This is an optimization exercise on Yosys and OpenROAD, whose aim is small area, a short achievable clock period and few clock cycles per item, not a production implementation.
RTL that was checked went through simulation tests only; none was proved equivalent to the original.

Design ct_meas, start of the top module:
module ct_meas (
    input  wire        clk,
    input  wire        rst,         
    input  wire        start,       
    input  wire        mode,        
    input  wire [1:0]  chan,        
    input  wire [15:0] raw,         
    output wire        ready,
    output reg         done,
    output reg         accept,
    output reg  [1:0]  chan_next,
    output wire [34:0] ohms,
    output wire [15:0] vmv,
    output wire [27:0] digits,      
    output wire        alert
);
Size: about 1500 cells after synthesis, ~140 flip-flops, roughly 110 I/O pins.
make LEC_CHECK=0 CAP_MARGIN=20 CORE_MARGIN=2 CORE_UTILIZATION=40 SETUP_SLACK_MARGIN=5 SLEW_MARGIN=20 finish   # period 10.0 ns
run.sh (not shown) runs the stock make flow with config.mk's settings and CLKGATE_MAP_FILE= SYNTH_SCRIPT=/design/flow/synth_recipe.tcl, a recipe that flattens the netlist after the stock synthesis.
Rerun with:
--- a/flow/design.v
+++ b/flow/design.v
@@ -9,13 +9,13 @@
     output reg         done,
     output reg         accept,
     output reg  [1:0]  chan_next,
     output wire [34:0] ohms,
     output wire [15:0] vmv,
     output wire [27:0] digits,      
-    output wire        alert
+    output reg         alert
 );
     localparam [1:0] F_IDLE = 2'd0,
                      F_INIT = 2'd1,
                      F_DIV  = 2'd2;
     localparam [26:0] VDIV = 27'd48904255;     
     reg [1:0]  state;
@@ -29,22 +29,20 @@
     reg        first;          
     reg [1:0]  xb;             
     reg        qd;             
     reg [34:0] q;
     reg [27:0] bcd;
     reg        fin;            
-    reg        b_md, b_neg, b_acc;
+    reg        b_md, b_neg, b_acc, b_al;
     reg [1:0]  b_ch, b_cn;
     reg        vneg;           
-    reg        rmode;          
     wire neg  = s[15];
     wire last = (cnt == 5'd1);
     assign ohms   = q;
     assign vmv    = q[15:0] ^ {16{vneg}};
     assign digits = bcd;
-    assign alert  = rmode && (q[34:7] == 28'd0) && (q[6:0] <= 7'd80);
     assign ready = (state == F_IDLE) || (state == F_INIT && nodiv) ||
                    (state == F_DIV && last);
     wire take = start && ready;
     wire signed [15:0] sraw = raw;
     wire in_lo  = (sraw <= 16'sd8000);
     wire in_hi  = (sraw >= 16'sd24000);
@@ -108,17 +106,19 @@
     wire        sgn   = rem[26];
     wire [26:0] t     = {rem[25:0], xb[1]};
     wire [26:0] dvs   = md ? VDIV : {11'd0, s};
     wire [26:0] ad_a  = fin ? bcd[26:0] : t;
     wire [26:0] ad_b  = fin ? kb6[26:0] : (dvs ^ {27{!sgn}});
     wire        ad_c  = fin ? (b_md ? b_neg : qd) : !sgn;
-    wire [27:0] ad_s  = {1'b0, ad_a} + {1'b0, ad_b} + {27'd0, ad_c};
+    wire [28:0] ad_w  = {1'b0, ad_a, 1'b1} + {1'b0, ad_b, ad_c};    
+    wire [27:0] ad_s  = ad_w[28:1];
     wire        qb1   = !ad_s[26];
     wire        sgn2  = ad_s[26];
     wire [26:0] t2    = {ad_s[25:0], xb[0]};
-    wire [26:0] ad2_s = t2 + (dvs ^ {27{!sgn2}}) + {26'd0, !sgn2};
+    wire [27:0] ad2_w = {t2, 1'b1} + {dvs ^ {27{!sgn2}}, !sgn2};
+    wire [26:0] ad2_s = ad2_w[27:1];
     wire [26:0] rem_n = ad2_s;
     wire        qb2   = !ad2_s[26];
     function automatic [27:0] add3(input [27:0] b);
         integer n;
         reg [3:0] d;
         begin
@@ -146,13 +146,14 @@
             3'd1:    kneg = 20'd1038826;  
             3'd2:    kneg = 20'd948576;   
             3'd3:    kneg = 20'd380576;   
             default: kneg = 20'd0;
         endcase
     end
-    wire [20:0] lo_s  = {1'b0, q[19:0]} + {1'b0, kneg} + {20'd0, !b_md && qd};
+    wire [21:0] lo_w  = {1'b0, q[19:0], 1'b1} + {1'b0, kneg, !b_md && qd};
+    wire [20:0] lo_s  = lo_w[21:1];
     wire [14:0] hi_m1 = q[34:20] - 15'd1;
     wire [34:0] q_cor = {(!b_md && !lo_s[20]) ? hi_m1 : q[34:20], lo_s[19:0]};
     wire [27:0] xs    = {bcd[27] ^ kb6[27] ^ ad_s[27], ad_s[26:0]};
     wire [6:0]  dcy;
     genvar g;
     generate
@@ -183,20 +184,21 @@
         if (state == F_INIT) begin
             b_md  <= md;
             b_neg <= neg;
             b_ch  <= ch;
             b_acc <= acc_i;
             b_cn  <= cn_i;
+            b_al  <= !md && ch == 2'd0 && !neg && s >= 16'd30295;
         end
         if (fin) begin
             q         <= q_cor;
             bcd       <= bcd_cor;
             accept    <= b_acc;
             chan_next <= b_cn;
             vneg      <= b_md && b_neg;
-            rmode     <= !b_md;
+            alert     <= b_al;
         end else if (first) begin
             q   <= {33'd0, qin1, qin2};
             bcd <= {26'd0, qin1, qin2};
         end else begin
             q   <= {q[32:0], qin1, qin2};
             bcd <= bcd_sh;
What happened: Synthesized cell count rises by 6.2%; worst setup slack is better by 400 ps; core utilization climbs by 4.6 points; wire length increases by 18%; maximum frequency went up by 6.9%; via count grows by 13%; design area rose by 12%; register-to-register slack is better by 400 ps; die area went up by 3.2%; worst hold slack gains 10 ps; area after synthesis rises by 3.2%.
No run of this note included a check of the RTL's function; only the layout flow was run.

* * *

Setup of v6:
Another version of the RTL of ct_meas (not shown whole).
Size: about 130 flip-flops, ~110 I/O pins.
make LEC_CHECK=0 CAP_MARGIN=20 CORE_MARGIN=2 CORE_UTILIZATION=40 SLEW_MARGIN=20 finish   # period 10.0 ns
Testbench counts of v6, summed over its fixed seeds: cycles 32,440, items 2,048.
### v6 -> v7
-- flow/design.v --
<<< v6, line 55
                       (ch == 2'd0 && shi);
    wire [1:0] cn_i  = (md || acc_i) ? ch : slo ? ch + 2'd1 : ch - 2'd1;
    wire [1:0] lsel = s[14] ? 2'd3 : (s[13] || ch != 2'd3) ? 2'd2 : s[12] ? 2'd1 : 2'd0;
    reg [15:0] r_init;
    reg [5:0]  k_init;
    reg        x_init;
    always @(*) begin
        case ({ch, lsel})
            {2'd0, 2'd3}: begin r_init = 16'd15776; k_init = 6'd12; x_init = 1'b0; end
            {2'd0, 2'd2}: begin r_init = 16'd7888; k_init = 6'd13; x_init = 1'b0; end
            {2'd1, 2'd3}: begin r_init = 16'd9750; k_init = 6'd16; x_init = 1'b0; end
            {2'd1, 2'd2}: begin r_init = 16'd4875; k_init = 6'd17; x_init = 1'b0; end
            {2'd2, 2'd3}: begin r_init = 16'd12500; k_init = 6'd19; x_init = 1'b0; end
            {2'd2, 2'd2}: begin r_init = 16'd6250; k_init = 6'd20; x_init = 1'b0; end
            {2'd3, 2'd3}: begin r_init = 16'd10437; k_init = 6'd22; x_init = 1'b1; end
            {2'd3, 2'd2}: begin r_init = 16'd5218; k_init = 6'd23; x_init = 1'b1; end
            {2'd3, 2'd1}: begin r_init = 16'd2609; k_init = 6'd24; x_init = 1'b0; end
            {2'd3, 2'd0}: begin r_init = 16'd0; k_init = 6'd36; x_init = 1'b1; end
            default: begin r_init = 16'bx; k_init = 6'bx; x_init = 1'bx; end
        endcase
    end
>>> v7, line 55
                       (ch == 2'd0 && shi);
    wire [1:0] cn_i  = (md || acc_i) ? ch : slo ? ch + 2'd1 : ch - 2'd1;
    reg [3:0] blen;
    integer j;
    always @(*) begin
        blen = 4'd0;
        for (j = 0; j < 15; j = j + 1)
            if (s[j]) blen = j[3:0] + 4'd1;
    end
    reg [15:0] r_init;
    reg [5:0]  k_init;
    always @(*) begin
        case ({ch, blen})
            {2'd0, 4'd13}: begin r_init = 16'd3944; k_init = 6'd14; end
            {2'd0, 4'd14}: begin r_init = 16'd7888; k_init = 6'd13; end
            {2'd0, 4'd15}: begin r_init = 16'd15776; k_init = 6'd12; end
            {2'd1, 4'd13}: begin r_init = 16'd2437; k_init = 6'd18; end
            {2'd1, 4'd14}: begin r_init = 16'd4875; k_init = 6'd17; end
            {2'd1, 4'd15}: begin r_init = 16'd9750; k_init = 6'd16; end
            {2'd2, 4'd13}: begin r_init = 16'd3125; k_init = 6'd21; end
            {2'd2, 4'd14}: begin r_init = 16'd6250; k_init = 6'd20; end
            {2'd2, 4'd15}: begin r_init = 16'd12500; k_init = 6'd19; end
            {2'd3, 4'd1}: begin r_init = 16'd0; k_init = 6'd36; end
            {2'd3, 4'd2}: begin r_init = 16'd1; k_init = 6'd35; end
            {2'd3, 4'd3}: begin r_init = 16'd2; k_init = 6'd34; end
            {2'd3, 4'd4}: begin r_init = 16'd5; k_init = 6'd33; end
            {2'd3, 4'd5}: begin r_init = 16'd10; k_init = 6'd32; end
            {2'd3, 4'd6}: begin r_init = 16'd20; k_init = 6'd31; end
            {2'd3, 4'd7}: begin r_init = 16'd40; k_init = 6'd30; end
            {2'd3, 4'd8}: begin r_init = 16'd81; k_init = 6'd29; end
            {2'd3, 4'd9}: begin r_init = 16'd163; k_init = 6'd28; end
            {2'd3, 4'd10}: begin r_init = 16'd326; k_init = 6'd27; end
            {2'd3, 4'd11}: begin r_init = 16'd652; k_init = 6'd26; end
            {2'd3, 4'd12}: begin r_init = 16'd1304; k_init = 6'd25; end
            {2'd3, 4'd13}: begin r_init = 16'd2609; k_init = 6'd24; end
            {2'd3, 4'd14}: begin r_init = 16'd5218; k_init = 6'd23; end
            {2'd3, 4'd15}: begin r_init = 16'd10437; k_init = 6'd22; end
            default: begin r_init = 16'bx; k_init = 6'bx; end
        endcase
    end
<<< v6, line 77
    wire [5:0]  cnt_init = md ? (neg ? 6'd16 : 6'd15) : k_init;
    wire [5:0]  cnt_nx   = (state == S_INIT) ? cnt_init : cnt - 6'd1;
    wire        xb_init  = md ? neg : x_init;
    reg [19:0] kc;
    always @(*) begin
>>> v7, line 96
    wire [5:0]  cnt_init = md ? (neg ? 6'd16 : 6'd15) : k_init;
    wire [5:0]  cnt_nx   = (state == S_INIT) ? cnt_init : cnt - 6'd1;
    reg [19:0] kc;
    always @(*) begin
<<< v6, line 87
        endcase
    end
    wire [3:0]  vidx  = cnt[3:0] - (neg ? 4'd3 : 4'd2);
    wire [14:0] vtail = neg ? 15'd25600 : 15'd8192;
    wire [5:0]  kidx  = cnt - 6'd18;
    wire        xb_nx = (state == S_INIT) ? xb_init :
                        md ? (cnt >= (neg ? 6'd3 : 6'd2) && vtail[vidx])
                           : (cnt >= 6'd18 && kc[kidx[4:0]]);
    reg [27:0] kb6;
    always @(*) begin
>>> v7, line 105
        endcase
    end
    wire [3:0]  vidx  = cnt_nx[3:0] - (neg ? 4'd2 : 4'd1);
    wire [14:0] vtail = neg ? 15'd25600 : 15'd8192;
    wire [5:0]  kidx  = cnt_nx - 6'd17;
    wire        xb_nx = md ? (vidx != 4'd15 && vtail[vidx])
                           : (cnt_nx >= 6'd17 && kc[kidx[4:0]]);
    reg [27:0] kb6;
    always @(*) begin
## What came out
v6 closes out successfully: all stages finished, all timing, DRC and antenna checks passed. Every stage of the flow completed for v7, and the final layout passed the timing, design-rule and antenna checks. Diff v6 -> v7: setup slack at placement +0.27 ns, total global routing track utilization climbed 1.2 points, footprint of the multi-input gates rose by about 3.7%. [compare] base=v6 new=v7: share of the core filled with cells moved down, clock period minus final worst setup slack fell by 0.23 ns, number of distinct standard cells referenced by the synthesized netlist up 9, final-layout clock buffer total has increased. v7 drops more vias than v6.
No functional check of the RTL was part of v7.

[re-timing with driven ports]
No port has a modelled driver above. Below, the same layouts with a new extraction and two added sets of constraints. Step 1 (the two cells are an assumption about what drives the block):
set clk [get_ports {clk}]
set_driving_cell -lib_cell sky130_fd_sc_hd__clkbuf_16 $clk
set_driving_cell -lib_cell sky130_fd_sc_hd__buf_2 [delete_from_list [all_inputs] $clk]
Step 2 times the ports against the registers' clock, not the clock port: input delays grow and output delays shrink by t, the midpoint of the rising clock arrivals with the driver on. a / b / c = no drivers / after step 1 / after step 2; a / b = the first two.
| run | t, ns | slack for setup (ns) | hold WS [ns] | worst setup path after step 2 | pins driven straight from the clock port |
|---|---|---|---|---|---|
| the first run of note 1 | 0.485 | 3.730 / 3.730 / 3.730 | 0.416 / 0.416 / 0.416 | register to register | 1 |
| the second run of note 1 | 0.478 | 4.135 / 4.135 / 4.135 | 0.426 / 0.426 / 0.426 | register to register | 1 |
| v6 | 0.472 | 3.632 / 3.632 / 3.632 | 0.522 / 0.522 / 0.522 | register to register | 1 |
| v7 | 0.477 | 3.861 / 3.861 / 3.861 | 0.502 / 0.502 / 0.502 | register to register | 1 |
After both steps every run listed still meets setup and hold.
